This is an optimization exercise on Yosys and OpenROAD, whose aim is small area and few clock cycles, not a production implementation.
Only simulation tests tie the RTL to the original design; equivalence was not proved.
No activity file was given, so power comes from the tool's default toggle rates.

## before
==> flow/design.v (excerpt) <==
module tic_rx (
    input  wire        clk,
    input  wire        rst,
    input  wire        in_valid,
    input  wire [7:0]  in_data,
    output wire        in_ready,
    input  wire        chg_clr,
    output reg         ev_valid,
    output reg  [2:0]  ev_kind,
    output wire [4:0]  ev_field,
    output reg         ev_changed,
    output wire [31:0] ev_value,
    output wire [31:0] rec_easf01,
    output wire [31:0] rec_easf02,
    output wire [31:0] rec_irms1,
    output wire [31:0] rec_urms1,
    output wire [31:0] rec_pref,
    output wire [31:0] rec_sinsts,
    output wire [31:0] rec_ntarf,
    output wire [1:0]  rec_ltarf,
    output wire        peak,
    output wire [17:0] chg,
    output wire [31:0] unk_cnt
);
    localparam [7:0] SOF = 8'h02;
    localparam [7:0] SOG = 8'h0A;
    localparam [7:0] EOG = 8'h0D;
    localparam [2:0] EV_OVERFLOW = 3'd1;
    localparam [2:0] EV_SHORT    = 3'd2;
    localparam [2:0] EV_CKFAIL   = 3'd3;
    reg        in_grp;                  
    reg        sof_seen;
    reg  [5:0] cursor;                  
    reg  [5:0] sum;                     
    reg  [7:0] last;                    
    reg  [7:0] prev;                    
    reg        dec_p;                   
    wire       stall;
    assign in_ready = !stall;
    wire       take     = in_valid && !stall;
    wire [7:0] expect_ck = {1'b0, sum[5], ~sum[5], sum[4:0]};
    wire       is_eog   = in_data == EOG;
    wire       start    = take && !in_grp && sof_seen && in_data == SOG;
    wire       store    = take && in_grp && !is_eog;
    wire       grp_end  = take && in_grp && is_eog;
    wire       is_short = cursor[5:3] == 3'd0;
    wire       ck_ok    = last == expect_ck;
    wire       finish   = grp_end && !is_short && ck_ok;
    wire       feed     = store && cursor[5:1] != 5'd0;
    wire       dstart   = store && cursor == 6'd1;
    wire       ovf      = store && cursor == 6'd62;
    wire [2:0]  res_kind;
  ...
Settings: LEC_CHECK=0, ABC_AREA=1, CAP_MARGIN=20, CORE_MARGIN=2, CORE_UTILIZATION=40, SLEW_MARGIN=20; clock period 20.0 ns.
standard.sh (not shown) runs the stock make flow with config.mk's settings and CLKGATE_MAP_FILE= SYNTH_SCRIPT=/design/flow/synth_recipe.tcl, a recipe that flattens the netlist after the stock synthesis.
==> flow/flow/run.sh <==
#!/bin/bash
# The standard layout (standard.sh), changed in three ways:
#  - synthesis maps the logic with a stronger ABC area script (flow/area.abc);
#    everything else in synthesis, the registers included, is the standard flow's own;
#  - the port buffers are the smallest buffer cell;
#  - the clock tree uses larger sink clusters and no dummy loads.
set -euo pipefail
here=$PWD
export FLOW_SYNTH_TCL=$here/synth_recipe.tcl
export TIC_ABC_SCRIPT=$here/flow/area.abc
export BUFFER_PORTS_ARGS="-buffer_cell sky130_fd_sc_hd__buf_1"
export CTS_ARGS="-sink_clustering_enable -repair_clock_nets -sink_clustering_size 26 -sink_clustering_max_diameter 120 -dont_use_dummy_load"
sed "s#SYNTH_SCRIPT=[^ ]*#SYNTH_SCRIPT=$here/flow/abc_synth.tcl#" standard.sh > flow_standard.sh
grep -q "SYNTH_SCRIPT=$here/flow/abc_synth.tcl" flow_standard.sh
bash flow_standard.sh > standard.log 2>&1
==> flow/flow/abc_synth.tcl <==
# The standard flow's synthesis script, with ABC's technology mapping run on the area script
# named by TIC_ABC_SCRIPT instead of ORFS's abc_area.script (combinational logic only).
proc abc {args} {
  set i [lsearch $args -script]
  if {$i >= 0} { lset args [expr {$i + 1}] $::env(TIC_ABC_SCRIPT) }
  yosys abc {*}$args
}
source $::env(FLOW_SYNTH_TCL)
==> flow/flow/area.abc <==
strash
&get -n
&fraig -x
&put
scorr
dc2
strash
dch -f
map -a
mfs2
strash
dch -f
map -a
mfs2
strash
dch -f
map -a
mfs2
strash
dch -f
map -a
mfs2
strash
dch -f
map -a
topo
stime -c
dnsize -c
Testbench counts of before, summed over its fixed seeds: cycles 20,863.
Here is what was changed in the inputs of after compared with before.
diff --git a/flow/design.v b/flow/design.v
--- a/flow/design.v
+++ b/flow/design.v
@@ -300,44 +300,47 @@
     wire        known = (tok == 2'd0) ? tag_end : tag_ok;
     assign stall = est_busy && in_grp && known && (f == 5'd10);
     wire        t1_digits = t1_dig0 && t1_rest;
     wire        parse_ok  = (t1_len != 4'd0) && t1_digits && !t1_ovf;
     wire [31:0] x         = t1_x;
     wire        t1_shape  = (t1_len == 4'd13) && t1_season && t1_rest;
     wire        t2_shape  = tok[1] && t2_13 && t2_season && t2_rest;
     wire        lit_peak  = t1_peak_m && (t1_len == 4'd12);
     wire        lit_off   = t1_off_m  && (t1_len == 4'd12);
-    reg  [32:0] old;
-    always @* begin
-        case (f)
-            5'd5:    old = {1'b0, rec_easf01};
-            5'd6:    old = {1'b0, rec_easf02};
-            5'd7:    old = {1'b0, rec_irms1};
-            5'd8:    old = {1'b0, rec_urms1};
-            5'd9:    old = {1'b0, rec_pref};
-            5'd10:   old = decide ? {1'b0, rec_sinsts} : est;
-            default: old = {1'b0, rec_ntarf};
-        endcase
-    end
+    wire [32:0] e_val  = (f == 5'd8) ? {1'b0, rec_urms1} : est;
     wire [34:0] d_s;
     wire [36:0] d_lo, d_hi;
     wire        d_sc, d_loc, d_hic;
-    tic_radd #(35) u_ds  (.a({3'd0, x}), .b(~{2'b00, old}), .ci(1'b1), .s(d_s), .co(d_sc));
-    tic_radd #(37) u_dlo (.a({d_s, 2'b00}), .b({4'd0, old}), .ci(1'b0), .s(d_lo), .co(d_loc));
-    tic_radd #(37) u_dhi (.a({4'd0, old}), .b(~{d_s, 2'b00}), .ci(1'b1), .s(d_hi), .co(d_hic));
+    tic_radd #(35) u_ds  (.a({3'd0, x}), .b(~{2'b00, e_val}), .ci(1'b1), .s(d_s), .co(d_sc));
+    tic_radd #(37) u_dlo (.a({d_s, 2'b00}), .b({4'd0, e_val}), .ci(1'b0), .s(d_lo), .co(d_loc));
+    tic_radd #(37) u_dhi (.a({4'd0, e_val}), .b(~{d_s, 2'b00}), .ci(1'b1), .s(d_hi), .co(d_hic));
     wire        near_c = !d_lo[36] && !d_hi[36];
     reg         near;
     always @(posedge clk)
         if (finish)
             near <= near_c;
-    wire numeric  = (f >= 5'd5 && f <= 5'd10) || f == 5'd16;
-    wire x_ge_old = !d_s[34];
-    wire x_ne_old = d_s != 35'd0;
+    reg  [31:0] old;
+    always @* begin
+        case (f)
+            5'd5:    old = rec_easf01;
+            5'd6:    old = rec_easf02;
+            5'd7:    old = rec_irms1;
+            5'd8:    old = rec_urms1;
+            5'd9:    old = rec_pref;
+            5'd10:   old = rec_sinsts;
+            default: old = rec_ntarf;
+        endcase
+    end
+    wire numeric = (f >= 5'd5 && f <= 5'd10) || f == 5'd16;
+    wire [31:0] x_old;
+    wire        x_ge_old;
+    tic_radd #(32) u_xold (.a(x), .b(~old), .ci(1'b1), .s(x_old), .co(x_ge_old));
+    wire x_ne_old = x != old;
     reg ok;
     always @* begin
         case (f)
             5'd0:  ok = (t1_len == 4'd12) && t1_digits;
             5'd1:  ok = 1'b1;
             5'd2:  ok = t1_shape;
             5'd3:  ok = 1'b1;
             5'd4:  ok = lit_peak || lit_off;
             5'd5, 5'd6:
==> comparison <==
- Summary: switching power, after worse than before
- after: clock insertion delay at the later pin of the skew report is 0.02 ns higher than what before reported.
- after: wire length higher than before
- Comparing the two runs side by side, after comes out behind before on final standard cell area without fillers.
- | time the final worst path needs with I/O delays and setup | after vs before | better |
- Setup slack in after is larger than in before.
- Row power drawn by the clock network: after higher / before lower
- Routed metal-1 wire length ends up higher on after.
- On after: post-synthesis cell count is 117 higher than what before gave.
- Delay contributed by the slowest stage of the critical path ends up higher on after.
- For before, the dominant combinational cell family by area after synthesis was simple AND/OR/NAND/NOR gates, unlike after, where it was adder cells.
- Global-route usage over all layers (higher): before
- On complex-gate fraction of the synthesized area, the higher figure sits with after, not before.
- Non-clock buffer count of before is on par with after.
Testbench counts of after, summed over its fixed seeds: cycles 20,863.

========
tic_rx, a different RTL version from the one above (not shown whole).
Size in the first run: roughly 410 flip-flops, roughly 330 I/O pins, roughly 0.020 mm2 of cells after synthesis.
Settings: LEC_CHECK=0, ABC_AREA=1, CAP_MARGIN=20, CORE_MARGIN=2, CORE_UTILIZATION=40, SLEW_MARGIN=20; clock period 20.0 ns.
Scripts as last shown in full above: flow/flow/run.sh, flow/flow/abc_synth.tcl, flow/flow/area.abc
Testbench counts at the start, summed over its fixed seeds: cycles 20,888.
Rerun with:
--- a/flow/design.v
+++ b/flow/design.v
@@ -1,15 +1,14 @@
 module tic_decoder (
     input  wire        clk,
     input  wire        rst,
     input  wire        start,       
     input  wire        byte_valid,  
     input  wire [7:0]  byte_in,
-    input  wire        mul_mode,    
-    input  wire        check,       
+    input  wire        finish,      
     input  wire        decide,      
     input  wire        in_grp,      
     input  wire        chg_clr,     
     output wire        stall,       
     output reg  [2:0]  res_kind,
     output wire        res_changed,
     input  wire [2:0]  ev_kind,
@@ -182,23 +181,23 @@
     reg        t2_season;
     reg        t2_rest;
     wire       is_sep  = byte_in == SEP;
     wire       dig     = is_digit(byte_in);
     wire       first   = pos == 4'd0;
     wire [3:0] pos_inc = (pos == 4'd15) ? pos : pos + 4'd1;
     wire        t1_char;
-    wire [31:0] x_in  = (first && mul_mode) ? 32'd0 : t1_x;
+    wire [31:0] x_in  = (first && t1_char) ? 32'd0 : t1_x;
     wire [2:0]  x_lo;
     wire        x_lo_c;
     wire [32:0] add_b;
     wire [32:0] add_s;
     wire        add_co;
     tic_radd #(3)  u_xlo (.a(byte_in[2:0]), .b({x_in[1:0], 1'b0}), .ci(1'b0),
                           .s(x_lo), .co(x_lo_c));
-    tic_radd #(33) u_add (.a({1'b0, x_in}), .b(add_b), .ci(mul_mode ? (x_lo_c | byte_in[3]) : 1'b1),
+    tic_radd #(33) u_add (.a({1'b0, x_in}), .b(add_b), .ci(t1_char ? (x_lo_c | byte_in[3]) : 1'b1),
                           .s(add_s), .co(add_co));
     wire [35:0] x_mul = {add_s, x_lo};
     wire [4:0]  cand_next = first                ? tag_first :
                             tag_match             ? cand :
                             (byte_in == alt_ch)   ? alt_f : 5'd31;
     wire lit_pk_hit =
         (pos == 4'd0 && byte_in == 8'h48) ||
@@ -317,25 +316,25 @@
             5'd7:    old = {1'b0, rec_irms1};
             5'd8:    old = {1'b0, rec_urms1};
             5'd9:    old = {1'b0, rec_pref};
             5'd10:   old = decide ? {1'b0, rec_sinsts} : est;
             default: old = {1'b0, rec_ntarf};
         endcase
     end
-    assign add_b = mul_mode ? {3'd0, x_in[31:2]} : ~old;
+    assign add_b = t1_char ? {3'd0, x_in[31:2]} : ~old;
     wire [34:0] d_s = {{2{~add_co}}, add_s};
     wire [36:0] d_lo, d_hi;
     wire        d_loc, d_hic;
     tic_radd #(37) u_dlo (.a({d_s, 2'b00}), .b({4'd0, old}), .ci(1'b0), .s(d_lo), .co(d_loc));
     tic_radd #(37) u_dhi (.a({4'd0, old}), .b(~{d_s, 2'b00}), .ci(1'b1), .s(d_hi), .co(d_hic));
     wire        near_c = !d_lo[36] && !d_hi[36];
     reg         near;
     reg         ge_r;         
     always @(posedge clk)
-        if (check) begin
+        if (finish) begin
             near <= near_c;
             ge_r <= x_ge_old;
         end
     wire numeric  = (f >= 5'd5 && f <= 5'd10) || f == 5'd16;
     wire x_ge_old = !d_s[34];
     wire x_ne_old = d_s != 35'd0;
     reg ok;
@@ -469,43 +468,39 @@
     reg        in_grp;                  
     reg        sof_seen;
     reg  [5:0] cursor;                  
     reg  [5:0] sum;                     
     reg  [7:0] last;                    
     reg  [7:0] prev;                    
     reg        dec_p;                   
-    reg        dec_p2;                  
-    reg        short_p;                 
     wire       stall;
     assign in_ready = !stall;
     wire       take     = in_valid && !stall;
     wire [7:0] expect_ck = {1'b0, sum[5], ~sum[5], sum[4:0]};
     wire       is_eog   = in_data == EOG;
     wire       start    = take && !in_grp && sof_seen && in_data == SOG;
     wire       store    = take && in_grp && !is_eog;
     wire       grp_end  = take && in_grp && is_eog;
     wire       is_short = cursor[5:3] == 3'd0;
     wire       ck_ok    = last == expect_ck;
     wire       finish   = grp_end && !is_short && ck_ok;
     wire       feed     = store && cursor[5:1] != 5'd0;
     wire       dstart   = store && cursor == 6'd1;
     wire       ovf      = store && cursor == 6'd62;
-    wire       mul_mode = in_grp && cursor[5:1] != 5'd0;
     wire [2:0]  res_kind;
     wire        res_changed;
     wire [31:0] dec_value;
     tic_decoder u_dec (
         .clk        (clk),
         .rst        (rst),
         .start      (dstart),
         .byte_valid (feed),
         .byte_in    (prev),
-        .mul_mode   (mul_mode),
-        .check      (dec_p),
-        .decide     (dec_p2),
+        .finish     (finish),
+        .decide     (dec_p),
         .in_grp     (in_grp),
         .chg_clr    (chg_clr),
         .stall      (stall),
         .res_kind   (res_kind),
         .res_changed(res_changed),
         .ev_kind    (ev_kind),
         .ev_field   (ev_field),
@@ -526,46 +521,35 @@
                       (ev_kind == EV_SHORT)  ? {26'd0, cursor} : dec_value;
     always @(posedge clk) begin
         if (rst) begin
             in_grp   <= 1'b0;
             sof_seen <= 1'b0;
             ev_valid <= 1'b0;
             dec_p    <= 1'b0;
-            dec_p2   <= 1'b0;
-            short_p  <= 1'b0;
         end else begin
-            ev_valid <= dec_p2 || short_p;
+            ev_valid <= dec_p;
             dec_p    <= finish;
-            dec_p2   <= dec_p;
-            short_p  <= 1'b0;
             if (take && !in_grp && in_data == SOF)
                 sof_seen <= 1'b1;
             if (start)
                 in_grp <= 1'b1;
             if (grp_end || ovf) begin
-                in_grp <= 1'b0;
-                if (!finish) begin
-                    if (dec_p2)
-                        short_p  <= 1'b1;
-                    else
-                        ev_valid <= 1'b1;
-                end
+                in_grp   <= 1'b0;
+                ev_valid <= !finish;
             end
         end
     end
     always @(posedge clk) begin
-        if (dec_p2)
-            ev_kind <= res_kind;
-        else if (short_p)
-            ev_kind <= EV_SHORT;
-        else if (grp_end)
+        if (grp_end)
             ev_kind <= is_short ? EV_SHORT : EV_CKFAIL;
         else if (ovf)
             ev_kind <= EV_OVERFLOW;
-        ev_changed <= dec_p2 && res_changed;
+        else if (dec_p)
+            ev_kind <= res_kind;
+        ev_changed <= dec_p && res_changed;
         if (start) begin
             cursor <= 6'd0;
             sum    <= 6'd0;
         end else if (store) begin
             if (cursor != 6'd0)
                 sum <= sum + last[5:0];
             cursor <= cursor + 6'd1;
What happened:
- The changed run completed with no timing, DRC or antenna violations
- wire length is lower by a few percent
- sequential cell count is lower by 2
- final cell count is higher slightly
- clock power is higher by a few percent
- global-route usage is lower by 1.0 points
- non-clock buffer count is higher by 6
- count of clock-buffer cells in the layout is higher by 1
- power is lower slightly
- synthesized cell count is higher slightly
- area after synthesis hardly moves
Testbench counts after the change, summed over its fixed seeds: cycles 20,863.

-- separate check: timing with driven ports --
The results above use ideal ports. As a check the final layouts listed here were re-extracted and re-timed, cells and wires unchanged. Step 1 (the two cells are an assumption about what drives the block):
set clk [get_ports {clk}]
set_driving_cell -lib_cell sky130_fd_sc_hd__clkbuf_16 $clk
set_driving_cell -lib_cell sky130_fd_sc_hd__buf_2 [delete_from_list [all_inputs] $clk]
Step 2 moves the port delays by t, midway between the first and last clock arrival at a register: inputs arrive t later, outputs are due t later. That takes back most of the time a late clock gives input paths. a / b / c = no drivers / after step 1 / after step 2; a / b = the first two.
run	t, ns	slack for setup (ns)	hold slack, ns	worst data-port slew with drivers (ns)
before	0.598	1.126 / 1.126 / 1.126	0.461 / 0.461 / 0.461	0.04
after	0.583	3.665 / 3.665 / 3.665	0.476 / 0.476 / 0.476	0.04
the first run of note 2	0.614	2.399 / 2.399 / 2.399	0.457 / 0.457 / 0.457	0.06
the second run of note 2	0.605	0.661 / 0.700 / 0.095	0.451 / 0.451 / 0.451	0.03
After both steps every run listed still meets setup and hold. The setup slack of the second run of note 2, which loses most, moves by +0.039 ns with the drivers and by -0.566 ns with both steps.
